Context: an optimization exercise on an open-source flow, tuned for small area. The choices shown serve that exercise and are no tape-out recipe. Where RTL was checked, it was by simulation tests only, not by an equivalence proof against the original. Only the layout flow was run in run 2; the RTL was not checked for function there. Power figures rest on the tool's default switching activity, not on a simulated workload.

==> flow/design.v, too long to show whole: its modules and the start of the top module <==
// module gamma_rom_r: 30 lines
// module gamma_rom_g: 203 lines
// module gamma_rom_b: 248 lines
// module gc_a21o_1: 3 lines
// module gc_a21oi_1: 3 lines
// module gc_a221o_1: 3 lines
// module gc_a311oi_1: 3 lines
// module gc_a31oi_1: 3 lines
// module gc_a32o_1: 3 lines
// module gc_a32oi_1: 3 lines
// module gc_and2_1: 3 lines
// module gc_and3_1: 3 lines
// module gc_clkinv_1: 3 lines
// module gc_nand2_1: 3 lines
// module gc_nand3_1: 3 lines
// module gc_nand3b_1: 3 lines
// module gc_nand4_1: 3 lines
// module gc_nor2_1: 3 lines
// module gc_o211a_1: 3 lines
// module gc_o21a_1: 3 lines
// module gc_o21ai_0: 3 lines
// module gc_o22a_1: 3 lines
// module gc_o22ai_1: 3 lines
// module gc_o311a_1: 3 lines
// module gc_o311ai_0: 3 lines
// module gc_or2_1: 3 lines
// module gc_or3_1: 3 lines
// module gc_xnor2_1: 3 lines
// module gc_xor2_1: 3 lines
// module led_encoder: 121 lines
// module ring_bit: 9 lines
// module dec_nand: 7 lines
// module dec_inv: 6 lines
module led_encoder (
    input  wire       clk,
    input  wire       rst,         
    input  wire       wr_en,       
    input  wire [5:0] wr_idx,
    input  wire       wr_gamma,    
    input  wire [7:0] wr_r,
    input  wire [7:0] wr_g,
    input  wire [7:0] wr_b,
    input  wire       update,      
    output wire       ready,       
    output wire       line_en,     
    output wire       line         
);
  // ...
==> flow/flow/run.sh <==
#!/bin/bash
# The standard layout flow, with clock tree synthesis arguments of its own
# (larger sink clusters, no dummy clock loads) and the smallest buffer on
# the ports.
export CTS_ARGS="-sink_clustering_enable -repair_clock_nets -sink_clustering_size 30 -sink_clustering_max_diameter 60 -dont_use_dummy_load"
export BUFFER_PORTS_ARGS="-buffer_cell sky130_fd_sc_hd__buf_1"
bash standard.sh > standard.log 2>&1
==> flow/standard.sh <==
#!/bin/bash
# synth_recipe.tcl (not shown) runs the flow's synth.tcl, then flattens the netlist and writes it again
# the make line also repeats each setting of config.mk as NAME=value (left out here)
make -C /OpenROAD-flow-scripts/flow DESIGN_CONFIG=/design/flow/config.mk WORK_HOME=/design/flow/orfs CLKGATE_MAP_FILE= SYNTH_SCRIPT=/design/flow/synth_recipe.tcl "${@:-finish}"
==> flow/config.mk <==
export PLATFORM = sky130hd
export DESIGN_NAME = led_encoder
export DESIGN_NICKNAME = led_encoder
export VERILOG_FILES = /design/flow/design.v
export SDC_FILE = /design/flow/constraint.sdc
export NUM_CORES = 4
export LEC_CHECK = 0
export CAP_MARGIN = 20
export CORE_MARGIN = 2
export CORE_UTILIZATION = 65
export SLEW_MARGIN = 20
export SYNTH_HIERARCHICAL = 1
export SYNTH_MINIMUM_KEEP_SIZE = 0
==> flow/constraint.sdc <==
create_clock -name core_clock -period 20.0 [get_ports {clk}]
set_input_delay 4.0000 -clock core_clock [delete_from_list [all_inputs] [get_ports {clk}]]
set_output_delay 4.0000 -clock core_clock [all_outputs]
set_load 0.01 [all_outputs]
==> impl_metrics.json, run 1 <==
{
  "outcome": "complete, no violations",
  "async_flop_share_pct": 0,
  "insertedDiodeCount": 0,
  "grt_pass1_vias": 34800,
  "fin_crit_ns": 8.92,
  "die_w_um": 275,
  "gr-total-overflow": 0,
  "num_vias": 36200,
  "post-route-util_pct": 71.3,
  "top_register": "rd",
  "clockPowerShare_pct": 22.0,
  "cp_slowest_cell": "buf_1",
  "cp_num_buf_inv": 7,
  "total_power_uw": 7540,
  "critPathLaunch": "wr_g[3]",
  "synth_common_cells": "dfxtp_1, o22ai_1, inv_1",
  "fin_ws_ns": 11.08,
  "seqAreaFraction_pct": 64.0,
  "synth-simple-area-share_pct": 3.67,
  "grt_use_met2_pct": 56.7,
  "fin_hold_ws_ns": 0.338,
  "routed_wl_mm": 139,
  "hold_path_end": "rd[513]",
  "rsz0062_at_grt": "false",
  "synth.yosys.seq_area_share_pct": 69.6,
  "cp.required_ns": 20.51,
  "rrSetupSlack_ns": 15.30,
  "synth_top_area_share_pct": 68.1,
  "post-cts-setup-buffers": 0,
  "synth_compound_area_share_pct": 23.0
}
==> module ring_bit, before the edit <==
module ring_bit (
    input  wire q,
    input  wire sel,
    input  wire seln,
    input  wire d,
    output wire y
);
    assign y = ~((q | sel) & (d | seln));
endmodule
==> run 2, diff against run 1 <==
==> flow/design.v (replaced) <==
module gamma_rom_r (
    input  wire [7:0] idx,
    output wire [7:0] val
);
    wire new_n17, new_n18, new_n19, new_n20, new_n21, new_n22, new_n23, new_n26, new_n27, new_n28, new_n29, new_n31, new_n33, new_n34, new_n35, new_n38;
    gc_clkinv_1 g00 (.A(idx[6]), .Y(new_n17));
    gc_nand2_1 g01 (.A(idx[7]), .B(idx[0]), .Y(new_n18));
    gc_clkinv_1 g02 (.A(new_n18), .Y(new_n19));
    gc_nand3_1 g03 (.A(new_n19), .B(idx[2]), .C(idx[1]), .Y(new_n20));
    gc_nand2_1 g04 (.A(idx[4]), .B(idx[3]), .Y(new_n21));
    gc_nor2_1 g05 (.A(new_n21), .B(new_n20), .Y(new_n22));
    gc_nand3_1 g06 (.A(new_n22), .B(new_n17), .C(idx[5]), .Y(new_n23));
    gc_nand2_1 g07 (.A(new_n23), .B(new_n17), .Y(val[6]));
    gc_o21a_1 g08 (.A1(idx[5]), .A2(new_n22), .B1(new_n23), .X(val[5]));
    gc_nand2_1 g09 (.A(idx[6]), .B(idx[5]), .Y(new_n26));
    gc_nand2_1 g10 (.A(new_n22), .B(new_n26), .Y(new_n27));
    gc_clkinv_1 g11 (.A(new_n20), .Y(new_n28));
    gc_and2_1 g12 (.A(new_n28), .B(idx[3]), .X(new_n29));
    gc_o21a_1 g13 (.A1(idx[4]), .A2(new_n29), .B1(new_n27), .X(val[4]));
    gc_nor2_1 g14 (.A(idx[3]), .B(new_n28), .Y(new_n31));
    gc_o22ai_1 g15 (.A1(new_n26), .A2(new_n21), .B1(new_n31), .B2(new_n29), .Y(val[3]));
    gc_nor2_1 g16 (.A(new_n26), .B(new_n21), .Y(new_n33));
    gc_a31oi_1 g17 (.A1(new_n33), .A2(idx[2]), .A3(idx[1]), .B1(new_n18), .Y(new_n34));
    gc_nand2_1 g18 (.A(new_n34), .B(idx[1]), .Y(new_n35));
    gc_xnor2_1 g19 (.A(idx[2]), .B(new_n35), .Y(val[2]));
    gc_o21a_1 g20 (.A1(idx[1]), .A2(new_n19), .B1(new_n35), .X(val[1]));
    gc_nor2_1 g21 (.A(idx[7]), .B(idx[0]), .Y(new_n38));
    gc_nor2_1 g22 (.A(new_n38), .B(new_n34), .Y(val[0]));
    assign val[7] = idx[7];
endmodule
module gamma_rom_g (
    input  wire [7:0] idx,
    output wire [7:0] val
);
    wire new_n100, new_n101, new_n102, new_n103, new_n104, new_n105, new_n106, new_n107, new_n108, new_n109, new_n110, new_n111, new_n112, new_n113, new_n114, new_n115, new_n116, new_n117, new_n118, new_n119, new_n120, new_n121, new_n122, new_n123, new_n124, new_n125, new_n126, new_n127, new_n128, new_n129, new_n130, new_n131, new_n132, new_n133, new_n134, new_n135, new_n136, new_n137, new_n138, new_n139, new_n140, new_n141, new_n142, new_n143, new_n144, new_n145, new_n146, new_n147, new_n148, new_n149, new_n150, new_n151, new_n152, new_n153, new_n154, new_n155, new_n156, new_n157, new_n158, new_n159, new_n160, new_n161, new_n163, new_n164, new_n165, new_n166, new_n167, new_n168, new_n17, new_n170, new_n171, new_n172, new_n173, new_n174, new_n175, new_n176, new_n177, new_n178, new_n18, new_n180, new_n182, new_n183, new_n184, new_n185, new_n186, new_n187, new_n188, new_n189, new_n19, new_n190, new_n191, new_n192, new_n193, new_n194, new_n195, new_n196, new_n197, new_n198, new_n199, new_n20, new_n200, new_n201, new_n202, new_n203, new_n204, new_n205, new_n206, new_n207, new_n208, new_n209, new_n21, new_n210, new_n211, new_n212, new_n22, new_n23, new_n24, new_n25, new_n26, new_n27, new_n28, new_n29, new_n30, new_n31, new_n32, new_n33, new_n34, new_n35, new_n36, new_n37, new_n38, new_n39, new_n40, new_n41, new_n42, new_n44, new_n45, new_n47, new_n48, new_n49, new_n50, new_n51, new_n52, new_n53, new_n54, new_n55, new_n57, new_n58, new_n59, new_n60, new_n61, new_n62, new_n63, new_n64, new_n65, new_n66, new_n67, new_n68, new_n69, new_n70, new_n71, new_n72, new_n73, new_n74, new_n75, new_n76, new_n77, new_n78, new_n79, new_n80, new_n81, new_n82, new_n83, new_n84, new_n85, new_n86, new_n87, new_n88, new_n89, new_n90, new_n91, new_n92, new_n93, new_n94, new_n95, new_n96, new_n97, new_n98, new_n99;
    gc_clkinv_1 g000 (.A(idx[7]), .Y(new_n17));
    gc_clkinv_1 g001 (.A(idx[4]), .Y(new_n18));
    gc_clkinv_1 g002 (.A(idx[3]), .Y(new_n19));
    gc_nor2_1 g003 (.A(new_n18), .B(new_n19), .Y(new_n20));
    gc_nor2_1 g004 (.A(idx[5]), .B(new_n20), .Y(new_n21));
    gc_clkinv_1 g005 (.A(new_n21), .Y(new_n22));
    gc_nor2_1 g006 (.A(idx[5]), .B(idx[2]), .Y(new_n23));
    gc_clkinv_1 g007 (.A(idx[1]), .Y(new_n24));
    gc_nor2_1 g008 (.A(new_n18), .B(new_n24), .Y(new_n25));
    gc_clkinv_1 g009 (.A(idx[6]), .Y(new_n26));
    gc_nor2_1 g010 (.A(new_n26), .B(new_n19), .Y(new_n27));
    gc_nor2_1 g011 (.A(new_n25), .B(new_n27), .Y(new_n28));
    gc_nor2_1 g012 (.A(new_n23), .B(new_n28), .Y(new_n29));
    gc_clkinv_1 g013 (.A(idx[5]), .Y(new_n30));
    gc_nor2_1 g014 (.A(idx[4]), .B(new_n30), .Y(new_n31));
    gc_clkinv_1 g015 (.A(new_n31), .Y(new_n32));
    gc_nor2_1 g016 (.A(new_n26), .B(new_n32), .Y(new_n33));
    gc_clkinv_1 g017 (.A(idx[2]), .Y(new_n34));
    gc_nor2_1 g018 (.A(new_n34), .B(new_n24), .Y(new_n35));
    gc_nor2_1 g019 (.A(new_n26), .B(new_n18), .Y(new_n36));
    gc_a21o_1 g020 (.A1(new_n33), .A2(new_n35), .B1(new_n36), .X(new_n37));
    gc_o21ai_0 g021 (.A1(new_n29), .A2(new_n37), .B1(idx[7]), .Y(new_n38));
    gc_clkinv_1 g022 (.A(new_n38), .Y(new_n39));
    gc_nor2_1 g023 (.A(new_n22), .B(new_n39), .Y(new_n40));
    gc_clkinv_1 g024 (.A(new_n40), .Y(new_n41));
    gc_nor2_1 g025 (.A(idx[6]), .B(new_n41), .Y(new_n42));
    gc_nor2_1 g026 (.A(new_n17), .B(new_n42), .Y(val[7]));
    gc_nand2_1 g027 (.A(new_n42), .B(idx[7]), .Y(new_n44));
    gc_nand2_1 g028 (.A(new_n41), .B(idx[6]), .Y(new_n45));
    gc_nand2_1 g029 (.A(new_n44), .B(new_n45), .Y(val[6]));
    gc_clkinv_1 g030 (.A(idx[0]), .Y(new_n47));
    gc_clkinv_1 g031 (.A(new_n25), .Y(new_n48));
    gc_o21ai_0 g032 (.A1(new_n47), .A2(new_n48), .B1(new_n34), .Y(new_n49));
    gc_nor2_1 g033 (.A(new_n30), .B(new_n18), .Y(new_n50));
    gc_a31oi_1 g034 (.A1(new_n26), .A2(new_n49), .A3(new_n50), .B1(new_n39), .Y(new_n51));
    gc_o21ai_0 g035 (.A1(new_n18), .A2(new_n19), .B1(new_n51), .Y(new_n52));
    gc_nand2_1 g036 (.A(new_n52), .B(idx[5]), .Y(new_n53));
    gc_nor2_1 g037 (.A(idx[7]), .B(idx[6]), .Y(new_n54));
    gc_o21a_1 g038 (.A1(new_n41), .A2(new_n54), .B1(new_n53), .X(new_n55));
    gc_clkinv_1 g039 (.A(new_n55), .Y(val[5]));
    gc_nor2_1 g040 (.A(idx[6]), .B(idx[4]), .Y(new_n57));
    gc_o21ai_0 g041 (.A1(new_n57), .A2(new_n36), .B1(idx[5]), .Y(new_n58));
    gc_nor2_1 g042 (.A(idx[5]), .B(new_n19), .Y(new_n59));
    gc_nor2_1 g043 (.A(idx[6]), .B(new_n59), .Y(new_n60));
    gc_o21ai_0 g044 (.A1(idx[7]), .A2(new_n60), .B1(new_n58), .Y(new_n61));
    gc_nor2_1 g045 (.A(new_n20), .B(new_n51), .Y(new_n62));
    gc_nor2_1 g046 (.A(new_n30), .B(new_n47), .Y(new_n63));
    gc_nor2_1 g047 (.A(idx[4]), .B(idx[1]), .Y(new_n64));
    gc_nor2_1 g048 (.A(new_n64), .B(new_n25), .Y(new_n65));
    gc_o21ai_0 g049 (.A1(new_n63), .A2(new_n65), .B1(new_n32), .Y(new_n66));
    gc_a21oi_1 g050 (.A1(new_n66), .A2(idx[3]), .B1(new_n34), .Y(new_n67));
    gc_nand3_1 g051 (.A(new_n67), .B(idx[1]), .C(idx[0]), .Y(new_n68));
    gc_nor2_1 g052 (.A(idx[4]), .B(idx[3]), .Y(new_n69));
    gc_nor2_1 g053 (.A(new_n69), .B(new_n20), .Y(new_n70));
    gc_clkinv_1 g054 (.A(new_n70), .Y(new_n71));
    gc_nor2_1 g055 (.A(new_n17), .B(new_n26), .Y(new_n72));
    gc_nor2_1 g056 (.A(new_n54), .B(new_n72), .Y(new_n73));
    gc_a31oi_1 g057 (.A1(new_n68), .A2(new_n71), .A3(new_n73), .B1(new_n62), .Y(new_n74));
    gc_nand2_1 g058 (.A(new_n50), .B(idx[7]), .Y(new_n75));
    gc_nor2_1 g059 (.A(new_n34), .B(new_n50), .Y(new_n76));
    gc_nor2_1 g060 (.A(idx[0]), .B(new_n17), .Y(new_n77));
    gc_nand2_1 g061 (.A(new_n30), .B(new_n18), .Y(new_n78));
    gc_a31oi_1 g062 (.A1(new_n76), .A2(new_n77), .A3(new_n78), .B1(idx[1]), .Y(new_n79));
    gc_nor2_1 g063 (.A(idx[3]), .B(idx[0]), .Y(new_n80));
    gc_nor2_1 g064 (.A(new_n80), .B(new_n63), .Y(new_n81));
    gc_clkinv_1 g065 (.A(new_n77), .Y(new_n82));
    gc_nor2_1 g066 (.A(idx[2]), .B(new_n82), .Y(new_n83));
    gc_nor2_1 g067 (.A(new_n19), .B(new_n83), .Y(new_n84));
    gc_nor2_1 g068 (.A(idx[2]), .B(new_n84), .Y(new_n85));
    gc_nand2_1 g069 (.A(new_n78), .B(new_n17), .Y(new_n86));
    gc_nand2_1 g070 (.A(idx[7]), .B(idx[3]), .Y(new_n87));
    gc_nor2_1 g071 (.A(idx[0]), .B(new_n19), .Y(new_n88));
    gc_nor2_1 g072 (.A(new_n88), .B(new_n83), .Y(new_n89));
    gc_a32oi_1 g073 (.A1(new_n86), .A2(new_n87), .A3(new_n89), .B1(new_n85), .B2(new_n81), .Y(new_n90));
    gc_xnor2_1 g074 (.A(new_n79), .B(new_n90), .Y(new_n91));
    gc_nand2_1 g075 (.A(new_n91), .B(idx[6]), .Y(new_n92));
    gc_nor2_1 g076 (.A(idx[2]), .B(new_n80), .Y(new_n93));
    gc_nor2_1 g077 (.A(idx[3]), .B(new_n30), .Y(new_n94));
    gc_o21ai_0 g078 (.A1(new_n59), .A2(new_n94), .B1(new_n93), .Y(new_n95));
    gc_nand2_1 g079 (.A(new_n95), .B(new_n82), .Y(new_n96));
    gc_nand2_1 g080 (.A(new_n96), .B(new_n65), .Y(new_n97));
    gc_nor2_1 g081 (.A(new_n47), .B(new_n48), .Y(new_n98));
    gc_nor2_1 g082 (.A(idx[2]), .B(new_n19), .Y(new_n99));
    gc_nor2_1 g083 (.A(idx[5]), .B(new_n87), .Y(new_n100));
    gc_o21ai_0 g084 (.A1(new_n99), .A2(new_n100), .B1(new_n98), .Y(new_n101));
    gc_clkinv_1 g085 (.A(new_n94), .Y(new_n102));
    gc_clkinv_1 g086 (.A(new_n64), .Y(new_n103));
    gc_nor2_1 g087 (.A(new_n47), .B(new_n103), .Y(new_n104));
    gc_a31oi_1 g088 (.A1(new_n104), .A2(idx[7]), .A3(new_n102), .B1(idx[6]), .Y(new_n105));
    gc_nor2_1 g089 (.A(idx[2]), .B(new_n17), .Y(new_n106));
    gc_nor2_1 g090 (.A(idx[3]), .B(new_n47), .Y(new_n107));
    gc_clkinv_1 g091 (.A(new_n107), .Y(new_n108));
    gc_a31oi_1 g092 (.A1(new_n108), .A2(idx[4]), .A3(new_n34), .B1(new_n106), .Y(new_n109));
    gc_nor2_1 g093 (.A(idx[1]), .B(new_n18), .Y(new_n110));
    gc_clkinv_1 g094 (.A(new_n110), .Y(new_n111));
    gc_o311a_1 g095 (.A1(new_n111), .A2(new_n22), .A3(new_n109), .B1(new_n101), .C1(new_n105), .X(new_n112));
    gc_o21ai_0 g096 (.A1(new_n84), .A2(new_n97), .B1(new_n112), .Y(new_n113));
    gc_nand2_1 g097 (.A(new_n42), .B(idx[0]), .Y(new_n114));
    gc_nor2_1 g098 (.A(new_n69), .B(new_n88), .Y(new_n115));
    gc_nor2_1 g099 (.A(idx[0]), .B(new_n30), .Y(new_n116));
    gc_o21ai_0 g100 (.A1(idx[5]), .A2(new_n24), .B1(idx[7]), .Y(new_n117));
    gc_nand2_1 g101 (.A(new_n26), .B(idx[1]), .Y(new_n118));
    gc_o21ai_0 g102 (.A1(new_n80), .A2(new_n118), .B1(new_n117), .Y(new_n119));
    gc_a21o_1 g103 (.A1(new_n119), .A2(new_n18), .B1(new_n116), .X(new_n120));
    gc_a31oi_1 g104 (.A1(new_n114), .A2(new_n45), .A3(new_n115), .B1(new_n120), .Y(new_n121));
    gc_nor2_1 g105 (.A(new_n17), .B(new_n121), .Y(new_n122));
    gc_nor2_1 g106 (.A(new_n30), .B(new_n34), .Y(new_n123));
    gc_o21ai_0 g107 (.A1(new_n116), .A2(new_n123), .B1(idx[3]), .Y(new_n124));
    gc_nand2_1 g108 (.A(new_n95), .B(new_n124), .Y(new_n125));
    gc_nand2_1 g109 (.A(new_n125), .B(new_n64), .Y(new_n126));
    gc_o21ai_0 g110 (.A1(idx[1]), .A2(new_n81), .B1(new_n67), .Y(new_n127));
    gc_and2_1 g111 (.A(new_n127), .B(new_n126), .X(new_n128));
    gc_clkinv_1 g112 (.A(new_n121), .Y(new_n129));
    gc_nor2_1 g113 (.A(new_n88), .B(new_n107), .Y(new_n130));
    gc_clkinv_1 g114 (.A(new_n130), .Y(new_n131));
    gc_nand3_1 g115 (.A(new_n129), .B(new_n39), .C(new_n131), .Y(new_n132));
    gc_o21ai_0 g116 (.A1(new_n122), .A2(new_n128), .B1(new_n132), .Y(new_n133));
    gc_o21ai_0 g117 (.A1(new_n113), .A2(new_n133), .B1(new_n92), .Y(new_n134));
    gc_a31oi_1 g118 (.A1(new_n74), .A2(idx[5]), .A3(idx[4]), .B1(new_n64), .Y(new_n135));
    gc_o21ai_0 g119 (.A1(new_n25), .A2(new_n134), .B1(new_n135), .Y(new_n136));
    gc_clkinv_1 g120 (.A(new_n88), .Y(new_n137));
    gc_nand2_1 g121 (.A(idx[3]), .B(idx[1]), .Y(new_n138));
    gc_a31oi_1 g122 (.A1(new_n137), .A2(new_n17), .A3(new_n138), .B1(idx[6]), .Y(new_n139));
    gc_o21ai_0 g123 (.A1(new_n23), .A2(new_n123), .B1(new_n139), .Y(new_n140));
    gc_o21ai_0 g124 (.A1(idx[2]), .A2(new_n139), .B1(new_n140), .Y(new_n141));
    gc_nand2_1 g125 (.A(new_n136), .B(new_n141), .Y(new_n142));
    gc_clkinv_1 g126 (.A(new_n72), .Y(new_n143));
    gc_nand2_1 g127 (.A(new_n60), .B(new_n102), .Y(new_n144));
    gc_or2_1 g128 (.A(new_n144), .B(new_n139), .X(new_n145));
    gc_nand3_1 g129 (.A(new_n136), .B(new_n143), .C(new_n145), .Y(new_n146));
    gc_a21o_1 g130 (.A1(new_n19), .A2(new_n24), .B1(new_n92), .X(new_n147));
    gc_nand2_1 g131 (.A(new_n147), .B(new_n138), .Y(new_n148));
    gc_nand2_1 g132 (.A(new_n148), .B(idx[4]), .Y(new_n149));
    gc_a31oi_1 g133 (.A1(new_n147), .A2(new_n18), .A3(new_n138), .B1(new_n73), .Y(new_n150));
    gc_nand2_1 g134 (.A(new_n149), .B(new_n150), .Y(new_n151));
    gc_nor2_1 g135 (.A(idx[7]), .B(idx[4]), .Y(new_n152));
    gc_nand2_1 g136 (.A(new_n152), .B(idx[2]), .Y(new_n153));
    gc_nand4_1 g137 (.A(new_n151), .B(idx[6]), .C(new_n109), .D(new_n153), .Y(new_n154));
    gc_nand3_1 g138 (.A(new_n146), .B(new_n140), .C(new_n154), .Y(new_n155));
    gc_nand2_1 g139 (.A(new_n155), .B(new_n142), .Y(new_n156));
    gc_clkinv_1 g140 (.A(new_n57), .Y(new_n157));
    gc_nor2_1 g141 (.A(idx[6]), .B(idx[3]), .Y(new_n158));
    gc_clkinv_1 g142 (.A(new_n158), .Y(new_n159));
    gc_nand3_1 g143 (.A(new_n157), .B(new_n159), .C(new_n34), .Y(new_n160));
    gc_a21o_1 g144 (.A1(new_n142), .A2(new_n160), .B1(new_n151), .X(new_n161));
    gc_nand2_1 g145 (.A(new_n156), .B(new_n161), .Y(val[2]));
    gc_a21o_1 g146 (.A1(new_n34), .A2(new_n75), .B1(val[2]), .X(new_n163));
    gc_o21ai_0 g147 (.A1(new_n34), .A2(new_n75), .B1(new_n163), .Y(new_n164));
    gc_nand2_1 g148 (.A(new_n72), .B(idx[4]), .Y(new_n165));
    gc_nor2_1 g149 (.A(new_n165), .B(new_n142), .Y(new_n166));
    gc_o21ai_0 g150 (.A1(new_n54), .A2(new_n166), .B1(new_n30), .Y(new_n167));
    gc_nand3_1 g151 (.A(new_n71), .B(new_n17), .C(new_n157), .Y(new_n168));
    gc_a32o_1 g152 (.A1(new_n74), .A2(new_n167), .A3(new_n168), .B1(new_n164), .B2(new_n61), .X(val[4]));
    gc_a31oi_1 g153 (.A1(new_n17), .A2(idx[4]), .A3(new_n19), .B1(new_n31), .Y(new_n170));
    gc_o22ai_1 g154 (.A1(new_n170), .A2(new_n144), .B1(new_n22), .B2(new_n165), .Y(new_n171));
    gc_clkinv_1 g155 (.A(new_n59), .Y(new_n172));
    gc_nand2_1 g156 (.A(new_n134), .B(new_n35), .Y(new_n173));
    gc_o22ai_1 g157 (.A1(idx[5]), .A2(new_n73), .B1(new_n19), .B2(new_n164), .Y(new_n174));
    gc_o311ai_0 g158 (.A1(new_n172), .A2(new_n73), .A3(new_n164), .B1(new_n173), .C1(new_n174), .Y(new_n175));
    gc_nand2_1 g159 (.A(new_n172), .B(new_n72), .Y(new_n176));
    gc_xor2_1 g160 (.A(new_n70), .B(new_n176), .X(new_n177));
    gc_xor2_1 g161 (.A(new_n177), .B(val[4]), .X(new_n178));
    gc_a32o_1 g162 (.A1(new_n156), .A2(new_n161), .A3(new_n171), .B1(new_n178), .B2(new_n175), .X(val[3]));
    gc_or3_1 g163 (.A(new_n24), .B(new_n93), .C(new_n102), .X(new_n180));
    gc_o21ai_0 g164 (.A1(new_n122), .A2(new_n180), .B1(new_n134), .Y(val[1]));
    gc_nand3_1 g165 (.A(new_n175), .B(new_n26), .C(new_n47), .Y(new_n182));
    gc_nand2_1 g166 (.A(new_n20), .B(idx[5]), .Y(new_n183));
    gc_nand2_1 g167 (.A(new_n55), .B(new_n158), .Y(new_n184));
    gc_nand3_1 g168 (.A(new_n184), .B(idx[0]), .C(new_n183), .Y(new_n185));
    gc_o21ai_0 g169 (.A1(new_n33), .A2(new_n121), .B1(new_n24), .Y(new_n186));
    gc_nand4_1 g170 (.A(new_n182), .B(new_n106), .C(new_n185), .D(new_n186), .Y(new_n187));
    gc_nor2_1 g171 (.A(idx[3]), .B(new_n18), .Y(new_n188));
    gc_nand2_1 g172 (.A(new_n188), .B(new_n17), .Y(new_n189));
    gc_o21ai_0 g173 (.A1(new_n189), .A2(new_n155), .B1(new_n129), .Y(new_n190));
    gc_nor2_1 g174 (.A(idx[2]), .B(new_n18), .Y(new_n191));
    gc_o21ai_0 g175 (.A1(new_n191), .A2(new_n35), .B1(new_n72), .Y(new_n192));
    gc_nand2_1 g176 (.A(new_n70), .B(new_n159), .Y(new_n193));
    gc_nand2_1 g177 (.A(new_n159), .B(idx[0]), .Y(new_n194));
    gc_nand3_1 g178 (.A(new_n193), .B(new_n17), .C(new_n194), .Y(new_n195));
    gc_nand3_1 g179 (.A(new_n190), .B(new_n192), .C(new_n195), .Y(new_n196));
    gc_o22ai_1 g180 (.A1(new_n143), .A2(new_n188), .B1(new_n87), .B2(new_n98), .Y(new_n197));
    gc_nand2_1 g181 (.A(new_n65), .B(new_n47), .Y(new_n198));
    gc_nand2_1 g182 (.A(new_n197), .B(new_n198), .Y(new_n199));
    gc_nand3_1 g183 (.A(new_n131), .B(idx[4]), .C(new_n54), .Y(new_n200));
    gc_a31oi_1 g184 (.A1(new_n77), .A2(new_n103), .A3(new_n158), .B1(new_n104), .Y(new_n201));
    gc_nand3_1 g185 (.A(new_n199), .B(new_n200), .C(new_n201), .Y(new_n202));
    gc_nand2_1 g186 (.A(new_n202), .B(new_n123), .Y(new_n203));
    gc_nand3_1 g187 (.A(new_n21), .B(new_n108), .C(new_n111), .Y(new_n204));
    gc_nand2_1 g188 (.A(new_n204), .B(new_n54), .Y(new_n205));
    gc_nand2_1 g189 (.A(new_n205), .B(new_n34), .Y(new_n206));
    gc_and2_1 g190 (.A(new_n189), .B(new_n35), .X(new_n207));
    gc_o21ai_0 g191 (.A1(idx[1]), .A2(new_n47), .B1(new_n26), .Y(new_n208));
    gc_o22ai_1 g192 (.A1(new_n152), .A2(new_n194), .B1(new_n208), .B2(new_n207), .Y(new_n209));
    gc_o21ai_0 g193 (.A1(idx[5]), .A2(new_n99), .B1(new_n49), .Y(new_n210));
    gc_o21ai_0 g194 (.A1(idx[7]), .A2(new_n88), .B1(new_n110), .Y(new_n211));
    gc_nand4_1 g195 (.A(new_n206), .B(new_n209), .C(new_n210), .D(new_n211), .Y(new_n212));
    gc_nand4_1 g196 (.A(new_n187), .B(new_n196), .C(new_n203), .D(new_n212), .Y(val[0]));
endmodule
module gamma_rom_b (
    input  wire [7:0] idx,
    output wire [7:0] val
);
    wire new_n100, new_n101, new_n102, new_n103, new_n104, new_n105, new_n106, new_n107, new_n108, new_n109, new_n110, new_n111, new_n112, new_n113, new_n114, new_n115, new_n116, new_n117, new_n118, new_n119, new_n120, new_n121, new_n122, new_n123, new_n124, new_n125, new_n126, new_n127, new_n128, new_n129, new_n130, new_n131, new_n132, new_n133, new_n134, new_n135, new_n136, new_n137, new_n138, new_n139, new_n140, new_n141, new_n142, new_n143, new_n144, new_n145, new_n146, new_n147, new_n148, new_n149, new_n150, new_n151, new_n152, new_n153, new_n154, new_n155, new_n156, new_n157, new_n158, new_n159, new_n160, new_n161, new_n162, new_n163, new_n164, new_n165, new_n166, new_n167, new_n168, new_n169, new_n17, new_n170, new_n171, new_n172, new_n173, new_n174, new_n175, new_n176, new_n178, new_n179, new_n18, new_n180, new_n181, new_n182, new_n183, new_n184, new_n185, new_n186, new_n188, new_n189, new_n19, new_n190, new_n191, new_n192, new_n194, new_n195, new_n196, new_n197, new_n198, new_n199, new_n20, new_n200, new_n201, new_n202, new_n203, new_n204, new_n206, new_n207, new_n208, new_n209, new_n21, new_n210, new_n211, new_n212, new_n213, new_n214, new_n216, new_n218, new_n219, new_n22, new_n220, new_n221, new_n222, new_n223, new_n224, new_n225, new_n226, new_n227, new_n228, new_n229, new_n23, new_n230, new_n231, new_n232, new_n233, new_n234, new_n235, new_n236, new_n24, new_n25, new_n26, new_n28, new_n29, new_n30, new_n31, new_n32, new_n33, new_n34, new_n35, new_n36, new_n37, new_n38, new_n39, new_n40, new_n41, new_n42, new_n43, new_n44, new_n45, new_n46, new_n47, new_n48, new_n49, new_n50, new_n51, new_n52, new_n53, new_n54, new_n55, new_n56, new_n57, new_n58, new_n59, new_n60, new_n61, new_n62, new_n63, new_n64, new_n65, new_n66, new_n67, new_n68, new_n69, new_n70, new_n71, new_n72, new_n73, new_n74, new_n75, new_n76, new_n77, new_n78, new_n79, new_n80, new_n81, new_n82, new_n83, new_n84, new_n85, new_n86, new_n87, new_n88, new_n89, new_n90, new_n91, new_n92, new_n93, new_n94, new_n95, new_n96, new_n97, new_n98, new_n99;
    gc_nand2_1 g000 (.A(idx[7]), .B(idx[6]), .Y(new_n17));
    gc_clkinv_1 g001 (.A(idx[5]), .Y(new_n18));
    gc_clkinv_1 g002 (.A(idx[2]), .Y(new_n19));
    gc_nor2_1 g003 (.A(idx[1]), .B(idx[0]), .Y(new_n20));
    gc_nor2_1 g004 (.A(new_n19), .B(new_n20), .Y(new_n21));
    gc_nor2_1 g005 (.A(idx[4]), .B(idx[3]), .Y(new_n22));
    gc_clkinv_1 g006 (.A(new_n22), .Y(new_n23));
    gc_nor2_1 g007 (.A(new_n23), .B(new_n21), .Y(new_n24));
    gc_nor2_1 g008 (.A(new_n18), .B(new_n24), .Y(new_n25));
    gc_nand2_1 g009 (.A(new_n25), .B(idx[7]), .Y(new_n26));
    gc_nand2_1 g010 (.A(new_n26), .B(new_n17), .Y(val[7]));
    gc_nor2_1 g011 (.A(idx[5]), .B(idx[4]), .Y(new_n28));
    gc_clkinv_1 g012 (.A(new_n20), .Y(new_n29));
    gc_clkinv_1 g013 (.A(idx[6]), .Y(new_n30));
    gc_nor2_1 g014 (.A(idx[3]), .B(new_n30), .Y(new_n31));
    gc_clkinv_1 g015 (.A(new_n31), .Y(new_n32));
    gc_clkinv_1 g016 (.A(idx[4]), .Y(new_n33));
    gc_o21ai_0 g017 (.A1(idx[3]), .A2(new_n33), .B1(new_n30), .Y(new_n34));
    gc_nand3_1 g018 (.A(new_n32), .B(new_n29), .C(new_n34), .Y(new_n35));
    gc_clkinv_1 g019 (.A(idx[1]), .Y(new_n36));
    gc_clkinv_1 g020 (.A(idx[0]), .Y(new_n37));
    gc_nor2_1 g021 (.A(new_n36), .B(new_n37), .Y(new_n38));
    gc_clkinv_1 g022 (.A(new_n38), .Y(new_n39));
    gc_o21ai_0 g023 (.A1(idx[3]), .A2(idx[1]), .B1(new_n39), .Y(new_n40));
    gc_nor2_1 g024 (.A(idx[4]), .B(new_n18), .Y(new_n41));
    gc_clkinv_1 g025 (.A(idx[3]), .Y(new_n42));
    gc_nand2_1 g026 (.A(new_n42), .B(idx[0]), .Y(new_n43));
    gc_nand3_1 g027 (.A(new_n40), .B(new_n41), .C(new_n43), .Y(new_n44));
    gc_nor2_1 g028 (.A(new_n33), .B(new_n29), .Y(new_n45));
    gc_nor2_1 g029 (.A(new_n33), .B(new_n42), .Y(new_n46));
    gc_clkinv_1 g030 (.A(new_n46), .Y(new_n47));
    gc_nor2_1 g031 (.A(idx[1]), .B(new_n47), .Y(new_n48));
    gc_nor2_1 g032 (.A(new_n45), .B(new_n48), .Y(new_n49));
    gc_a21o_1 g033 (.A1(new_n32), .A2(new_n34), .B1(new_n49), .X(new_n50));
    gc_nand3_1 g034 (.A(new_n50), .B(new_n35), .C(new_n44), .Y(new_n51));
    gc_clkinv_1 g035 (.A(new_n51), .Y(new_n52));
    gc_nor2_1 g036 (.A(new_n19), .B(new_n28), .Y(new_n53));
    gc_nor2_1 g037 (.A(idx[3]), .B(idx[1]), .Y(new_n54));
    gc_nor2_1 g038 (.A(idx[2]), .B(new_n18), .Y(new_n55));
    gc_clkinv_1 g039 (.A(new_n55), .Y(new_n56));
    gc_nor2_1 g040 (.A(new_n37), .B(new_n54), .Y(new_n57));
    gc_o22a_1 g041 (.A1(new_n19), .A2(new_n57), .B1(new_n54), .B2(new_n56), .X(new_n58));
    gc_nor2_1 g042 (.A(new_n58), .B(new_n52), .Y(new_n59));
    gc_nor2_1 g043 (.A(idx[5]), .B(new_n36), .Y(new_n60));
    gc_a31oi_1 g044 (.A1(new_n60), .A2(idx[3]), .A3(new_n37), .B1(new_n19), .Y(new_n61));
    gc_nand2_1 g045 (.A(new_n61), .B(new_n60), .Y(new_n62));
    gc_nor2_1 g046 (.A(idx[0]), .B(new_n36), .Y(new_n63));
    gc_nor2_1 g047 (.A(idx[2]), .B(new_n38), .Y(new_n64));
    gc_clkinv_1 g048 (.A(new_n64), .Y(new_n65));
    gc_nand2_1 g049 (.A(new_n65), .B(idx[3]), .Y(new_n66));
    gc_nand2_1 g050 (.A(new_n66), .B(new_n63), .Y(new_n67));
    gc_nor2_1 g051 (.A(idx[3]), .B(new_n33), .Y(new_n68));
    gc_o21ai_0 g052 (.A1(new_n18), .A2(new_n68), .B1(new_n32), .Y(new_n69));
    gc_nor2_1 g053 (.A(idx[1]), .B(new_n37), .Y(new_n70));
    gc_clkinv_1 g054 (.A(new_n70), .Y(new_n71));
    gc_nand3_1 g055 (.A(new_n67), .B(new_n69), .C(new_n71), .Y(new_n72));
    gc_nand3_1 g056 (.A(new_n72), .B(new_n30), .C(new_n62), .Y(new_n73));
    gc_nor2_1 g057 (.A(idx[2]), .B(new_n33), .Y(new_n74));
    gc_a31oi_1 g058 (.A1(new_n74), .A2(idx[3]), .A3(new_n20), .B1(new_n30), .Y(new_n75));
    gc_o22ai_1 g059 (.A1(idx[1]), .A2(new_n43), .B1(new_n19), .B2(new_n63), .Y(new_n76));
    gc_o311ai_0 g060 (.A1(new_n19), .A2(new_n37), .A3(new_n60), .B1(new_n33), .C1(new_n76), .Y(new_n77));
    gc_nand2_1 g061 (.A(new_n77), .B(new_n75), .Y(new_n78));
    gc_nand2_1 g062 (.A(new_n18), .B(idx[3]), .Y(new_n79));
    gc_nand2_1 g063 (.A(idx[4]), .B(idx[2]), .Y(new_n80));
    gc_o21ai_0 g064 (.A1(new_n80), .A2(new_n79), .B1(idx[0]), .Y(new_n81));
    gc_o22ai_1 g065 (.A1(new_n78), .A2(new_n81), .B1(new_n73), .B2(new_n59), .Y(new_n82));
    gc_nor2_1 g066 (.A(new_n22), .B(new_n74), .Y(new_n83));
    gc_a31oi_1 g067 (.A1(new_n49), .A2(new_n65), .A3(new_n83), .B1(new_n24), .Y(new_n84));
    gc_nor2_1 g068 (.A(idx[5]), .B(idx[2]), .Y(new_n85));
    gc_nand2_1 g069 (.A(idx[3]), .B(idx[1]), .Y(new_n86));
    gc_o21ai_0 g070 (.A1(idx[1]), .A2(new_n46), .B1(new_n86), .Y(new_n87));
    gc_nand3_1 g071 (.A(new_n84), .B(new_n85), .C(new_n87), .Y(new_n88));
    gc_nand2_1 g072 (.A(new_n82), .B(new_n88), .Y(new_n89));
    gc_clkinv_1 g073 (.A(new_n74), .Y(new_n90));
    gc_nor2_1 g074 (.A(idx[2]), .B(new_n36), .Y(new_n91));
    gc_o21ai_0 g075 (.A1(new_n68), .A2(new_n91), .B1(new_n90), .Y(new_n92));
    gc_nand3_1 g076 (.A(new_n92), .B(new_n18), .C(new_n37), .Y(new_n93));
    gc_a21o_1 g077 (.A1(new_n44), .A2(new_n93), .B1(new_n78), .X(new_n94));
    gc_nand2_1 g078 (.A(new_n89), .B(new_n94), .Y(new_n95));
    gc_clkinv_1 g079 (.A(new_n95), .Y(new_n96));
    gc_o21ai_0 g080 (.A1(new_n42), .A2(new_n90), .B1(new_n23), .Y(new_n97));
    gc_nand2_1 g081 (.A(new_n96), .B(new_n97), .Y(new_n98));
    gc_nand2_1 g082 (.A(new_n95), .B(new_n68), .Y(new_n99));
    gc_nor2_1 g083 (.A(new_n20), .B(new_n38), .Y(new_n100));
    gc_nor2_1 g084 (.A(idx[5]), .B(new_n19), .Y(new_n101));
    gc_clkinv_1 g085 (.A(new_n101), .Y(new_n102));
    gc_nand2_1 g086 (.A(new_n70), .B(new_n19), .Y(new_n103));
    gc_o21ai_0 g087 (.A1(new_n33), .A2(new_n36), .B1(new_n103), .Y(new_n104));
    gc_nand2_1 g088 (.A(new_n104), .B(new_n102), .Y(new_n105));
    gc_o21ai_0 g089 (.A1(new_n55), .A2(new_n100), .B1(new_n105), .Y(new_n106));
    gc_a31oi_1 g090 (.A1(new_n18), .A2(idx[3]), .A3(idx[1]), .B1(idx[6]), .Y(new_n107));
    gc_o21ai_0 g091 (.A1(idx[3]), .A2(new_n60), .B1(new_n107), .Y(new_n108));
    gc_nand2_1 g092 (.A(new_n106), .B(idx[6]), .Y(new_n109));
    gc_o21ai_0 g093 (.A1(new_n106), .A2(new_n108), .B1(new_n109), .Y(new_n110));
    gc_nand3_1 g094 (.A(new_n98), .B(new_n99), .C(new_n110), .Y(new_n111));
    gc_o21ai_0 g095 (.A1(new_n20), .A2(new_n38), .B1(new_n53), .Y(new_n112));
    gc_o21ai_0 g096 (.A1(new_n56), .A2(new_n71), .B1(new_n112), .Y(new_n113));
    gc_nand2_1 g097 (.A(new_n113), .B(new_n42), .Y(new_n114));
    gc_nand2_1 g098 (.A(new_n56), .B(new_n102), .Y(new_n115));
    gc_nand2_1 g099 (.A(new_n47), .B(new_n30), .Y(new_n116));
    gc_nand2_1 g100 (.A(idx[6]), .B(idx[4]), .Y(new_n117));
    gc_nand4_1 g101 (.A(new_n116), .B(new_n115), .C(new_n63), .D(new_n117), .Y(new_n118));
    gc_clkinv_1 g102 (.A(idx[7]), .Y(new_n119));
    gc_o21ai_0 g103 (.A1(idx[3]), .A2(new_n100), .B1(new_n86), .Y(new_n120));
    gc_nand2_1 g104 (.A(new_n120), .B(new_n74), .Y(new_n121));
    gc_o21ai_0 g105 (.A1(idx[4]), .A2(new_n120), .B1(new_n121), .Y(new_n122));
    gc_a31oi_1 g106 (.A1(new_n122), .A2(new_n30), .A3(new_n18), .B1(new_n119), .Y(new_n123));
    gc_nand4_1 g107 (.A(new_n111), .B(new_n114), .C(new_n118), .D(new_n123), .Y(new_n124));
    gc_nor2_1 g108 (.A(idx[4]), .B(new_n19), .Y(new_n125));
    gc_clkinv_1 g109 (.A(new_n125), .Y(new_n126));
    gc_nor2_1 g110 (.A(idx[1]), .B(new_n126), .Y(new_n127));
    gc_or3_1 g111 (.A(new_n53), .B(new_n127), .C(new_n124), .X(new_n128));
    gc_nor2_1 g112 (.A(new_n91), .B(new_n52), .Y(new_n129));
    gc_clkinv_1 g113 (.A(new_n45), .Y(new_n130));
    gc_nand2_1 g114 (.A(new_n86), .B(idx[5]), .Y(new_n131));
    gc_nand3_1 g115 (.A(new_n29), .B(new_n33), .C(new_n131), .Y(new_n132));
    gc_a31oi_1 g116 (.A1(new_n130), .A2(new_n79), .A3(new_n132), .B1(new_n61), .Y(new_n133));
    gc_o21ai_0 g117 (.A1(new_n133), .A2(new_n129), .B1(idx[7]), .Y(new_n134));
    gc_o22ai_1 g118 (.A1(idx[6]), .A2(new_n86), .B1(new_n31), .B2(new_n39), .Y(new_n135));
    gc_a32oi_1 g119 (.A1(new_n18), .A2(new_n19), .A3(new_n135), .B1(new_n128), .B2(new_n134), .Y(new_n136));
    gc_o21ai_0 g120 (.A1(new_n52), .A2(new_n128), .B1(new_n136), .Y(new_n137));
    gc_a221o_1 g121 (.A1(new_n33), .A2(new_n19), .B1(new_n83), .B2(new_n47), .C1(new_n119), .X(new_n138));
    gc_nand3_1 g122 (.A(new_n116), .B(new_n63), .C(new_n117), .Y(new_n139));
    gc_nand2_1 g123 (.A(new_n95), .B(new_n139), .Y(new_n140));
    gc_nor2_1 g124 (.A(idx[3]), .B(new_n21), .Y(new_n141));
    gc_clkinv_1 g125 (.A(new_n141), .Y(new_n142));
    gc_nor2_1 g126 (.A(new_n19), .B(new_n39), .Y(new_n143));
    gc_o21ai_0 g127 (.A1(new_n64), .A2(new_n143), .B1(idx[5]), .Y(new_n144));
    gc_o21ai_0 g128 (.A1(new_n142), .A2(new_n144), .B1(new_n66), .Y(new_n145));
    gc_nand2_1 g129 (.A(new_n145), .B(idx[6]), .Y(new_n146));
    gc_nand3_1 g130 (.A(new_n146), .B(new_n20), .C(new_n101), .Y(new_n147));
    gc_o22ai_1 g131 (.A1(idx[5]), .A2(idx[3]), .B1(new_n85), .B2(new_n29), .Y(new_n148));
    gc_nand3_1 g132 (.A(new_n140), .B(new_n147), .C(new_n148), .Y(new_n149));
    gc_nor2_1 g133 (.A(idx[5]), .B(idx[3]), .Y(new_n150));
    gc_a31oi_1 g134 (.A1(new_n29), .A2(idx[4]), .A3(idx[3]), .B1(new_n54), .Y(new_n151));
    gc_o22ai_1 g135 (.A1(new_n39), .A2(new_n150), .B1(idx[5]), .B2(new_n151), .Y(new_n152));
    gc_nand2_1 g136 (.A(new_n95), .B(new_n152), .Y(new_n153));
    gc_nand2_1 g137 (.A(new_n149), .B(new_n153), .Y(new_n154));
    gc_a31oi_1 g138 (.A1(new_n90), .A2(new_n36), .A3(new_n126), .B1(idx[6]), .Y(new_n155));
    gc_nand2_1 g139 (.A(new_n30), .B(idx[1]), .Y(new_n156));
    gc_o21ai_0 g140 (.A1(new_n56), .A2(new_n156), .B1(new_n116), .Y(new_n157));
    gc_nand2_1 g141 (.A(new_n30), .B(new_n19), .Y(new_n158));
    gc_a32oi_1 g142 (.A1(new_n46), .A2(new_n60), .A3(new_n158), .B1(new_n157), .B2(new_n102), .Y(new_n159));
    gc_a21oi_1 g143 (.A1(new_n47), .A2(new_n55), .B1(new_n159), .Y(new_n160));
    gc_nor2_1 g144 (.A(new_n160), .B(new_n154), .Y(new_n161));
    gc_a31oi_1 g145 (.A1(new_n102), .A2(new_n154), .A3(new_n155), .B1(new_n161), .Y(new_n162));
    gc_nand2_1 g146 (.A(new_n162), .B(new_n46), .Y(new_n163));
    gc_nand2_1 g147 (.A(new_n150), .B(idx[7]), .Y(new_n164));
    gc_a32oi_1 g148 (.A1(new_n163), .A2(new_n30), .A3(new_n164), .B1(new_n75), .B2(new_n138), .Y(new_n165));
    gc_nand2_1 g149 (.A(new_n137), .B(new_n165), .Y(new_n166));
    gc_xor2_1 g150 (.A(idx[3]), .B(new_n115), .X(new_n167));
    gc_nand2_1 g151 (.A(new_n167), .B(new_n30), .Y(new_n168));
    gc_o31a_1 g152 (.A1(new_n30), .A2(new_n97), .A3(new_n125), .B1(new_n168), .X(new_n169));
    gc_nor2_1 g153 (.A(new_n169), .B(new_n137), .Y(new_n170));
    gc_nand2_1 g154 (.A(new_n167), .B(new_n125), .Y(new_n171));
    gc_o21ai_0 g155 (.A1(idx[6]), .A2(new_n90), .B1(new_n171), .Y(new_n172));
    gc_nor2_1 g156 (.A(new_n21), .B(new_n64), .Y(new_n173));
    gc_o21ai_0 g157 (.A1(new_n173), .A2(val[7]), .B1(new_n172), .Y(new_n174));
    gc_o21ai_0 g158 (.A1(val[7]), .A2(new_n172), .B1(new_n174), .Y(new_n175));
    gc_a31oi_1 g159 (.A1(new_n69), .A2(new_n146), .A3(new_n175), .B1(new_n170), .Y(new_n176));
    gc_nand2_1 g160 (.A(new_n176), .B(new_n166), .Y(val[3]));
    gc_nor2_1 g161 (.A(new_n42), .B(val[3]), .Y(new_n178));
    gc_nand2_1 g162 (.A(idx[5]), .B(idx[4]), .Y(new_n179));
    gc_nand3_1 g163 (.A(new_n179), .B(new_n119), .C(idx[6]), .Y(new_n180));
    gc_a221o_1 g164 (.A1(new_n28), .A2(val[3]), .B1(new_n178), .B2(idx[5]), .C1(new_n180), .X(new_n181));
    gc_nor2_1 g165 (.A(idx[5]), .B(new_n17), .Y(new_n182));
    gc_nand2_1 g166 (.A(new_n33), .B(idx[6]), .Y(new_n183));
    gc_nand3_1 g167 (.A(new_n142), .B(new_n179), .C(new_n183), .Y(new_n184));
    gc_nand2_1 g168 (.A(new_n184), .B(new_n182), .Y(new_n185));
    gc_nand2_1 g169 (.A(new_n25), .B(new_n30), .Y(new_n186));
    gc_o2111a_1 g170 (.A1(idx[7]), .A2(new_n25), .B1(new_n185), .C1(new_n186), .D1(new_n181), .X(val[6]));
    gc_clkinv_1 g171 (.A(new_n28), .Y(new_n188));
    gc_nor2_1 g172 (.A(new_n30), .B(new_n41), .Y(new_n189));
    gc_a311oi_1 g173 (.A1(new_n30), .A2(new_n188), .A3(new_n179), .B1(new_n189), .C1(new_n178), .Y(new_n190));
    gc_nor2_1 g174 (.A(idx[6]), .B(idx[5]), .Y(new_n191));
    gc_o21ai_0 g175 (.A1(new_n191), .A2(new_n184), .B1(idx[7]), .Y(new_n192));
    gc_o21ai_0 g176 (.A1(new_n192), .A2(new_n190), .B1(new_n181), .Y(val[5]));
    gc_nor2_1 g177 (.A(new_n119), .B(new_n68), .Y(new_n194));
    gc_clkinv_1 g178 (.A(new_n194), .Y(new_n195));
    gc_nor2_1 g179 (.A(new_n195), .B(val[3]), .Y(new_n196));
    gc_a21o_1 g180 (.A1(val[3]), .A2(new_n47), .B1(new_n18), .X(new_n197));
    gc_nor2_1 g181 (.A(new_n141), .B(val[3]), .Y(new_n198));
    gc_nand2_1 g182 (.A(new_n195), .B(idx[4]), .Y(new_n199));
    gc_nand2_1 g183 (.A(new_n198), .B(new_n33), .Y(new_n200));
    gc_o21ai_0 g184 (.A1(new_n198), .A2(new_n199), .B1(new_n200), .Y(new_n201));
    gc_nand2_1 g185 (.A(new_n201), .B(new_n182), .Y(new_n202));
    gc_o21ai_0 g186 (.A1(idx[6]), .A2(new_n194), .B1(new_n186), .Y(new_n203));
    gc_or3_1 g187 (.A(new_n182), .B(new_n203), .C(new_n201), .X(new_n204));
    gc_o311ai_0 g188 (.A1(new_n196), .A2(new_n197), .A3(val[6]), .B1(new_n202), .C1(new_n204), .Y(val[4]));
    gc_nor2_1 g189 (.A(new_n21), .B(new_n162), .Y(new_n206));
    gc_nor2_1 g190 (.A(new_n42), .B(new_n206), .Y(new_n207));
    gc_nand2_1 g191 (.A(new_n206), .B(new_n42), .Y(new_n208));
    gc_nand2_1 g192 (.A(new_n208), .B(idx[4]), .Y(new_n209));
    gc_o21ai_0 g193 (.A1(new_n207), .A2(new_n209), .B1(new_n30), .Y(new_n210));
    gc_a31oi_1 g194 (.A1(val[3]), .A2(new_n33), .A3(new_n142), .B1(new_n210), .Y(new_n211));
    gc_nor2_1 g195 (.A(idx[5]), .B(new_n84), .Y(new_n212));
    gc_nand2_1 g196 (.A(new_n144), .B(new_n75), .Y(new_n213));
    gc_o21ai_0 g197 (.A1(new_n213), .A2(new_n212), .B1(new_n119), .Y(new_n214));
    gc_o21ai_0 g198 (.A1(new_n214), .A2(new_n211), .B1(new_n137), .Y(val[2]));
    gc_nand2_1 g199 (.A(new_n162), .B(new_n119), .Y(new_n216));
    gc_and2_1 g200 (.A(new_n216), .B(new_n124), .X(val[1]));
    gc_nor2_1 g201 (.A(idx[7]), .B(new_n96), .Y(new_n218));
    gc_o21ai_0 g202 (.A1(new_n91), .A2(new_n127), .B1(idx[6]), .Y(new_n219));
    gc_o21ai_0 g203 (.A1(idx[5]), .A2(new_n80), .B1(idx[3]), .Y(new_n220));
    gc_nand2_1 g204 (.A(new_n219), .B(new_n220), .Y(new_n221));
    gc_nand4_1 g205 (.A(new_n149), .B(new_n37), .C(new_n153), .D(new_n221), .Y(new_n222));
    gc_nor2_1 g206 (.A(new_n41), .B(new_n55), .Y(new_n223));
    gc_o21ai_0 g207 (.A1(new_n37), .A2(new_n221), .B1(new_n223), .Y(new_n224));
    gc_a31oi_1 g208 (.A1(idx[6]), .A2(new_n36), .A3(new_n46), .B1(new_n224), .Y(new_n225));
    gc_o311ai_0 g209 (.A1(new_n36), .A2(new_n169), .A3(new_n111), .B1(new_n222), .C1(new_n225), .Y(new_n226));
    gc_nor2_1 g210 (.A(new_n156), .B(new_n144), .Y(new_n227));
    gc_clkinv_1 g211 (.A(new_n143), .Y(new_n228));
    gc_nand2_1 g212 (.A(new_n110), .B(new_n19), .Y(new_n229));
    gc_nand2_1 g213 (.A(new_n229), .B(new_n48), .Y(new_n230));
    gc_nand2_1 g214 (.A(new_n158), .B(new_n36), .Y(new_n231));
    gc_nand3_1 g215 (.A(new_n47), .B(new_n80), .C(new_n231), .Y(new_n232));
    gc_nand2_1 g216 (.A(new_n230), .B(new_n232), .Y(new_n233));
    gc_nand2_1 g217 (.A(new_n233), .B(idx[5]), .Y(new_n234));
    gc_o21ai_0 g218 (.A1(new_n169), .A2(new_n228), .B1(new_n234), .Y(new_n235));
    gc_xnor2_1 g219 (.A(new_n227), .B(new_n235), .Y(new_n236));
    gc_a31oi_1 g220 (.A1(new_n226), .A2(idx[7]), .A3(new_n236), .B1(new_n218), .Y(val[0]));
endmodule
module gc_a21o_1 (input wire A1, A2, B1, output wire X);
    assign X = (A1&A2) | (B1);
endmodule
module gc_a21oi_1 (input wire A1, A2, B1, output wire Y);
    assign Y = (~A1&~B1) | (~A2&~B1);
endmodule
module gc_a221o_1 (input wire A1, A2, B1, B2, C1, output wire X);
    assign X = (B1&B2) | (A1&A2) | (C1);
endmodule
module gc_a311oi_1 (input wire A1, A2, A3, B1, C1, output wire Y);
    assign Y = (~A1&~B1&~C1) | (~A2&~B1&~C1) | (~A3&~B1&~C1);
endmodule
module gc_a31oi_1 (input wire A1, A2, A3, B1, output wire Y);
    assign Y = (~A1&~B1) | (~A2&~B1) | (~A3&~B1);
endmodule
module gc_a32o_1 (input wire A1, A2, A3, B1, B2, output wire X);
    assign X = (A1&A2&A3) | (B1&B2);
endmodule
module gc_a32oi_1 (input wire A1, A2, A3, B1, B2, output wire Y);
    assign Y = (~A1&~B1) | (~A1&~B2) | (~A2&~B1) | (~A3&~B1) | (~A2&~B2) | (~A3&~B2);
endmodule
module gc_and2_1 (input wire A, B, output wire X);
    assign X = (A&B);
endmodule
module gc_clkinv_1 (input wire A, output wire Y);
    assign Y = (~A);
endmodule
module gc_nand2_1 (input wire A, B, output wire Y);
    assign Y = (~A) | (~B);
endmodule
module gc_nand3_1 (input wire A, B, C, output wire Y);
    assign Y = (~A) | (~B) | (~C);
endmodule
module gc_nand4_1 (input wire A, B, C, D, output wire Y);
    assign Y = (~A) | (~B) | (~C) | (~D);
endmodule
module gc_nor2_1 (input wire A, B, output wire Y);
    assign Y = (~A&~B);
endmodule
module gc_o2111a_1 (input wire A1, A2, B1, C1, D1, output wire X);
    assign X = (A1&B1&C1&D1) | (A2&B1&C1&D1);
endmodule
module gc_o21a_1 (input wire A1, A2, B1, output wire X);
    assign X = (A1&B1) | (A2&B1);
endmodule
module gc_o21ai_0 (input wire A1, A2, B1, output wire Y);
    assign Y = (~A1&~A2) | (~B1);
endmodule
module gc_o22a_1 (input wire A1, A2, B1, B2, output wire X);
    assign X = (A1&B1) | (A2&B1) | (A1&B2) | (A2&B2);
endmodule
module gc_o22ai_1 (input wire A1, A2, B1, B2, output wire Y);
    assign Y = (~B1&~B2) | (~A1&~A2);
endmodule
module gc_o311a_1 (input wire A1, A2, A3, B1, C1, output wire X);
    assign X = (A1&B1&C1) | (A2&B1&C1) | (A3&B1&C1);
endmodule
module gc_o311ai_0 (input wire A1, A2, A3, B1, C1, output wire Y);
    assign Y = (~A1&~A2&~A3) | (~B1) | (~C1);
endmodule
module gc_o31a_1 (input wire A1, A2, A3, B1, output wire X);
    assign X = (A1&B1) | (A2&B1) | (A3&B1);
endmodule
module gc_or2_1 (input wire A, B, output wire X);
    assign X = (A) | (B);
endmodule
module gc_or3_1 (input wire A, B, C, output wire X);
    assign X = (A) | (B) | (C);
endmodule
module gc_xnor2_1 (input wire A, B, output wire Y);
    assign Y = (~A&~B) | (A&B);
endmodule
module gc_xor2_1 (input wire A, B, output wire X);
    assign X = (A&~B) | (~A&B);
endmodule
module led_encoder (
    input  wire       clk,
    input  wire       rst,         
    input  wire       wr_en,       
    input  wire [5:0] wr_idx,
    input  wire       wr_gamma,    
    input  wire [7:0] wr_r,
    input  wire [7:0] wr_g,
    input  wire [7:0] wr_b,
    input  wire       update,      
    output wire       ready,       
    output wire       line_en,     
    output wire       line         
);
    localparam integer L = 64;
    wire [7:0] gam_r, gam_g, gam_b;
    gamma_rom_r u_gam_r (.idx(wr_r), .val(gam_r));
    gamma_rom_g u_gam_g (.idx(wr_g), .val(gam_g));
    gamma_rom_b u_gam_b (.idx(wr_b), .val(gam_b));
    wire [23:0] wdata = wr_gamma ? {gam_g, gam_r, gam_b} : {wr_g, wr_r, wr_b};
    reg        in_flight;
    reg  [5:0] phase;       
    reg  [2:0] bit_cnt;     
    reg  [4:0] byte_cnt;    
    reg  [6:0] grp;         
    assign ready   = ~in_flight;
    assign line_en = in_flight;
    wire last_bit  = (bit_cnt == 3'd7);
    wire last_byte = (byte_cnt == 5'd23);
    wire last_grp  = (grp == 7'd66);
    always @(posedge clk) begin
        if (rst) begin
            in_flight <= 1'b0;
            phase     <= 6'd0;
        end else begin
            phase <= phase + 6'd1;
            if (!in_flight) begin
                if (update)
                    in_flight <= 1'b1;
            end else if (last_bit && last_byte && last_grp) begin
                in_flight <= 1'b0;
            end
        end
    end
    always @(posedge clk) begin
        if (!in_flight) begin
            bit_cnt  <= 3'd0;
            byte_cnt <= 5'd0;
            grp      <= 7'd0;
        end else begin
            bit_cnt <= bit_cnt + 3'd1;
            if (last_bit) begin
                if (last_byte) begin
                    byte_cnt <= 5'd0;
                    grp      <= grp + 7'd1;
                end else begin
                    byte_cnt <= byte_cnt + 5'd1;
                end
            end
        end
    end
    reg  [24*L-1:0] rd;        
    reg  [L-1:0]    rf;        
    reg         del_v;         
    reg  [5:0]  del_idx;
    reg  [23:0] del_d;
    wire       wr_ok  = wr_en & ~in_flight;
    wire [5:0] wpos   = wr_idx + phase;              
    wire       cur_go = wr_ok & ~wpos[0];
    wire [5:0] dpos   = del_idx + phase;             
    wire       del_go = del_v & ~(wr_ok & (wr_idx == del_idx));
    always @(posedge clk) begin
        del_v   <= wr_ok & wpos[0] & ~rst;
        del_idx <= wr_idx;
        del_d   <= wdata;
    end
    wire [7:0] cdec_hi = cur_go ? (8'd1 << wpos[5:3]) : 8'd0;
    wire [3:0] cdec_lo = 4'd1 << wpos[2:1];
    wire [7:0] ddec_hi = del_go ? (8'd1 << dpos[5:3]) : 8'd0;
    wire [3:0] ddec_lo = 4'd1 << dpos[2:1];
    wire [23:0] wdata_n = ~wdata;
    wire [23:0] del_d_n = ~del_d;
    genvar p;
    generate
        for (p = 0; p < L; p = p + 1) begin : g_ring
            localparam integer N = (p + 1) % L;
            if (p % 2 == 0) begin : g_w
                localparam integer R = p / 2;
                wire selc, seld, keep;
                dec_and  u_dc (.a(cdec_hi[R / 4]), .b(cdec_lo[R % 4]), .y(selc));
                dec_and  u_dd (.a(ddec_hi[R / 4]), .b(ddec_lo[R % 4]), .y(seld));
                dec_nor  u_dk (.a(selc), .b(seld), .y(keep));
                wire [23:0] sc = ((p / 2) % 2 == 0) ? wdata : wdata_n;
                wire [23:0] sd = ((p / 2) % 2 == 0) ? del_d : del_d_n;
                wire [23:0] nxt;
                genvar b;
                for (b = 0; b < 24; b = b + 1) begin : g_bit
                    ring_bit u_st (.q(rd[24*p + b]), .keep(keep), .dc(sc[b]), .selc(selc),
                                   .dd(sd[b]), .seld(seld), .y(nxt[b]));
                end
                always @(posedge clk) begin
                    rd[24*N +: 24] <= nxt;
                    rf[N] <= ~rst & (selc | seld | rf[p]);
                end
            end else begin : g_p
                always @(posedge clk) begin
                    rd[24*N +: 24] <= rd[24*p +: 24];
                    rf[N] <= ~rst & rf[p];
                end
            end
        end
    endgenerate
    reg  [23:0] cur;
    reg         cur_f;
    reg         nxt_f;
    wire [5:0] cap_pos  = grp[5:0] + phase;
    wire       pass_nxt = in_flight & (cap_pos == 6'd0) & byte_cnt[4];
    wire       pass_cur = in_flight & (cap_pos == 6'd1) & (byte_cnt[4:3] == 2'b01);
    always @(posedge clk) begin
        if (pass_nxt) begin
            cur[23:8] <= rd[23:8];
            nxt_f     <= rf[0];
        end
        if (pass_cur)
            cur[7:0] <= rd[7:0];
    end
    always @(posedge clk) begin
        if (rst || !in_flight)
            cur_f <= 1'b0;
        else if (last_bit && last_byte)
            cur_f <= (pass_nxt ? rf[0] : nxt_f) & ~grp[6];    
    end
    wire cur_bit = cur[5'd23 - byte_cnt];
    reg  sym_bit;
    always @(*) begin
        case (bit_cnt)
            3'd0, 3'd1, 3'd2: sym_bit = 1'b1;
            3'd3, 3'd4:       sym_bit = cur_bit;
            default:          sym_bit = 1'b0;
        endcase
    end
    assign line = cur_f & sym_bit;
endmodule
module ring_bit (
    input  wire q,
    input  wire keep,
    input  wire dc,
    input  wire selc,
    input  wire dd,
    input  wire seld,
    output wire y
);
    assign y = ~((q & keep) | (dc & selc) | (dd & seld));
endmodule
module dec_and (
    input  wire a,
    input  wire b,
    output wire y
);
    assign y = a & b;
endmodule
module dec_nor (
    input  wire a,
    input  wire b,
    output wire y
);
    assign y = ~(a | b);
endmodule
==> run 2 against run 1 <==
Effect of this change: synthesized area shrank 2.0%; non-clock buffer count is 39 higher; synthesized cell count shrank 18%; flip-flop and latch count rose by 31; count of clock-buffer cells in the layout decreased by 1; first-iteration DRC count rose by 110%.
==> impl_metrics.json, run 2 <==
{
  "cts_tree": "built",
  "outcome": "complete, no violations",
  "drt_iter0_drc": 8217,
  "worstPathArrival_ns": 10.37,
  "drive_gt1_share_pct": 6.71,
  "detail-route-antenna-nets": 0,
  "clk_latency_ns": 0.68,
  "ys_ff_latch": 1679,
  "grt_first_pass_wirelength_mm": 212,
  "slew_violations": 0,
  "ys_dominant_reg_cell": "dfxtp_1",
  "finalSetupTns_ns": 0,
  "synth_area_leaders": "dfxtp_1, a222oi_1, nor2_1, edfxtp_1, and2_1",
  "synth_compound_area_share_pct": 18.6,
  "initial_utilization_pct": 65.6,
  "grt_max_degree": 75,
  "synth_top_family_by_area": "compound AO/OA/AOI/OAI gates",
  "layout_common_cells": "dfxtp_1, a222oi_1, nor2_1",
  "syn_avg_cell_area_um2": 13.8,
  "syn2layout_area_growth_pct": 9.05,
  "vias_per_cell": 7.37,
  "dr.pass1.iters": 14,
  "whs_path_depth": 0,
  "die_y_um": 272,
  "synthMuxAreaShare_pct": 1.02,
  "setup_viol": 0,
  "dieArea_um2": 74200,
  "rsz0062_at_grt": "false",
  "cts_buffers": 77,
  "cp_slowest_cell": "buf_1",
  "die_w_um": 272,
  "rows": 98,
  "synth-xor-area-share_pct": 0.767,
  "slew_headroom_pct": 18.2,
  "fin_crit_ns": 9.83,
  "rrSetupSlack_ns": 15.50,
  "reg2reg_depth": 11,
  "top_register": "rd",
  "num_vias": 33600,
  "synth_cell_types": 60,
  "antenna_found_initial": 4,
  "fin_ws_ns": 10.17,
  "wire_per_inst_um": 31.7,
  "cap_violations": 0,
  "min_path_type": "reg -> reg",
  "synth_top_area_share_pct": 70.8,
  "nFillCells": 4758,
  "synth_common_cells": "dfxtp_1, a222oi_1, nor2_1",
  "reg_top3": "rd (1536), rf (64)",
  "grt_pass1_vias": 33400,
  "h-tree-depth": 3,
  "synth-simple-area-share_pct": 5.35,
  "fin_crit_sh_pct": 49.1,
  "synth.most_common_cell": "dfxtp_1",
  "syn_inst": 3389,
  "track_usage_pct": 37.7,
  "insertedDiodeCount": 0,
  "synth.largest_area_cell": "dfxtp_1",
  "gr-total-overflow": 0,
  "cts.path.max_buffers": 3,
  "route.detailed.drc": 0,
  "total_power_uw": 6990,
  "post-dp-hpwl_mm": 85.3,
  "clock_skew_ns": 0.116,
  "p_per_area_nw_per_um2": 137,
  "timing.fmax_mhz": 102,
  "r2r_end": "rd[468]",
  "hold_path_end": "rd[1122]",
  "syn_area_um2": 46800,
  "cts_resized": 0,
  "gp_congestion": 0.894,
  "hold_violations": 0,
  "io_buffers": 37,
  "post-cts-setup-buffers": 0,
  "routed_wl_mm": 144,
  "nets": 3674,
  "max_slew.worst_pin.slew_ns": 1.23,
  "cp_max_fo": 17,
  "synth.yosys.seq_area_share_pct": 72.3,
  "vdd_drop_max_v": 0.0000989,
  "boundaryPins": 38,
  "cp.required_ns": 20.54,
  "synth_fp_nets": 3452,
  "async_flop_share_pct": 0,
  "crit-reg2reg-launch": "phase[1]",
  "holdBufCountCts": 0,
  "yosys.area_share.adder_pct": 0.797,
  "multiInputGateArea_um2": 12500,
  "cellLeakagePower_uw": 0.0196,
  "worst_setup_path_end_kind": "flip-flop",
  "dp.cells": 4481,
  "area.sequential_um2": 33900,
  "critPathKind": "in -> reg",
  "dp_slack_ns": 9.21,
  "cts_root_buffer": "clkbuf_16",
  "path_common_cell": "nor2_1",
  "stdcell_count": 4559,
  "cts.sinks": 1679,
  "fin_hold_ws_ns": 0.264,
  "largest_register_ffs": 1536,
  "cts.clk_slew.worst_paths_ns": 0.10,
  "start_kind": "input pin"
}
==> run 2: cell count changes after synthesis, moves of 33 or more <==
| cell | before | now |
|---|---|---|
| and2_1 | 6 | 76 |
| nor3_1 | 6 | 49 |
| nand2_1 | 171 | 105 |
| a21oi_1 | 42 | 9 |
| inv_1 | 200 | 119 |
| nor2_1 | 151 | 204 |
| o22ai_1 | 1542 | 10 |
| a222oi_1 | 0 | 768 |
==> run 2: per-module statistics from Yosys, one instance, submodules excluded, a selection <==
module,times used,area [um2],flops+latches,cells inside
dec_nor,32,3.75,0,1
gc_xor2_1,3,8.76,0,1
gc_or3_1,3,6.26,0,1
gc_o22a_1,1,8.76,0,1
gc_o311a_1,1,10.0,0,1
gc_o21a_1,4,7.51,0,1
gc_o22ai_1,10,6.26,0,1
gamma_rom_r,1,7.51,0,1
dec_and,64,6.26,0,1
led_encoder,1,36500,1679,2083
gc_a21oi_1,2,8.76,0,1
ring_bit,768,10.0,0,1
gc_nand3_1,30,5.00,0,1
==> run 2: final cells by class <==
| class | instances | share of cell area [%] |
|---|---|---|
| clock buffer | 77 | 3.78 |
| inverter | 120 | 0.883 |
| multi-input combinational | 1572 | 24.6 |
| sequential | 1679 | 66.3 |
| tap | 950 | 2.33 |
| timing repair buffer | 161 | 2.12 |
==> run 2: layer usage <==
metal  share of wire (%)  track usage (%)
met1                  37             51.3
met2                  45             59.4
met3                  14             8.53
met4                 3.7             14.1
met5               0.024                0
==> run 2: metrics by stage <==
stage | util, % | area, um2
floorplan | - | 46800
global placement | 68.8 | 49100
detailed placement | 68.8 | 49100
CTS | 71.5 | 51000
global route | 71.5 | 51000
finish | 71.5 | 51000
==> run 2: cells by family (layout without fill, tap and decap cells) <==
kind of cell / Yosys count / in the layout
compound gates: 927 / 927
xor+xnor: 41 / 41
fa+ha+maj: 28 / 28
buf+inv: 138 / 358
flops: 1679 / 1679
mux: 37 / 37
simple gates: 539 / 539
==> run 2: worst max path at each step <==
stage             from       end  slack (ns)  cells past startpoint
2_1_floorplan  wr_b[4]  rd[1086]       11.51                     28
3_3_place_gp   wr_b[4]  rd[1470]        9.53                     29
5_1_grt        wr_b[4]   rd[702]        9.62                     29
3_5_place_dp   wr_b[4]  rd[1278]        9.21                     29
4_1_cts        wr_b[4]   rd[126]        9.94                     29
6_report       wr_b[4]   rd[702]       10.17                     29
==> run 2: power by group <==
group	switching, uW	total, uW	internal [uW]
clock	967	1660	691
combinational	398	794	395
sequential	299	4540	4240
==> run 2: critical path, delay by kind of cell <==
kind,cells,cell delay [ns]
AND/OR/NAND/NOR,14,2.26
buffers and inverters,6,1.98
AO/OA/AOI/OAI,8,1.57
multiplexers,1,0.56
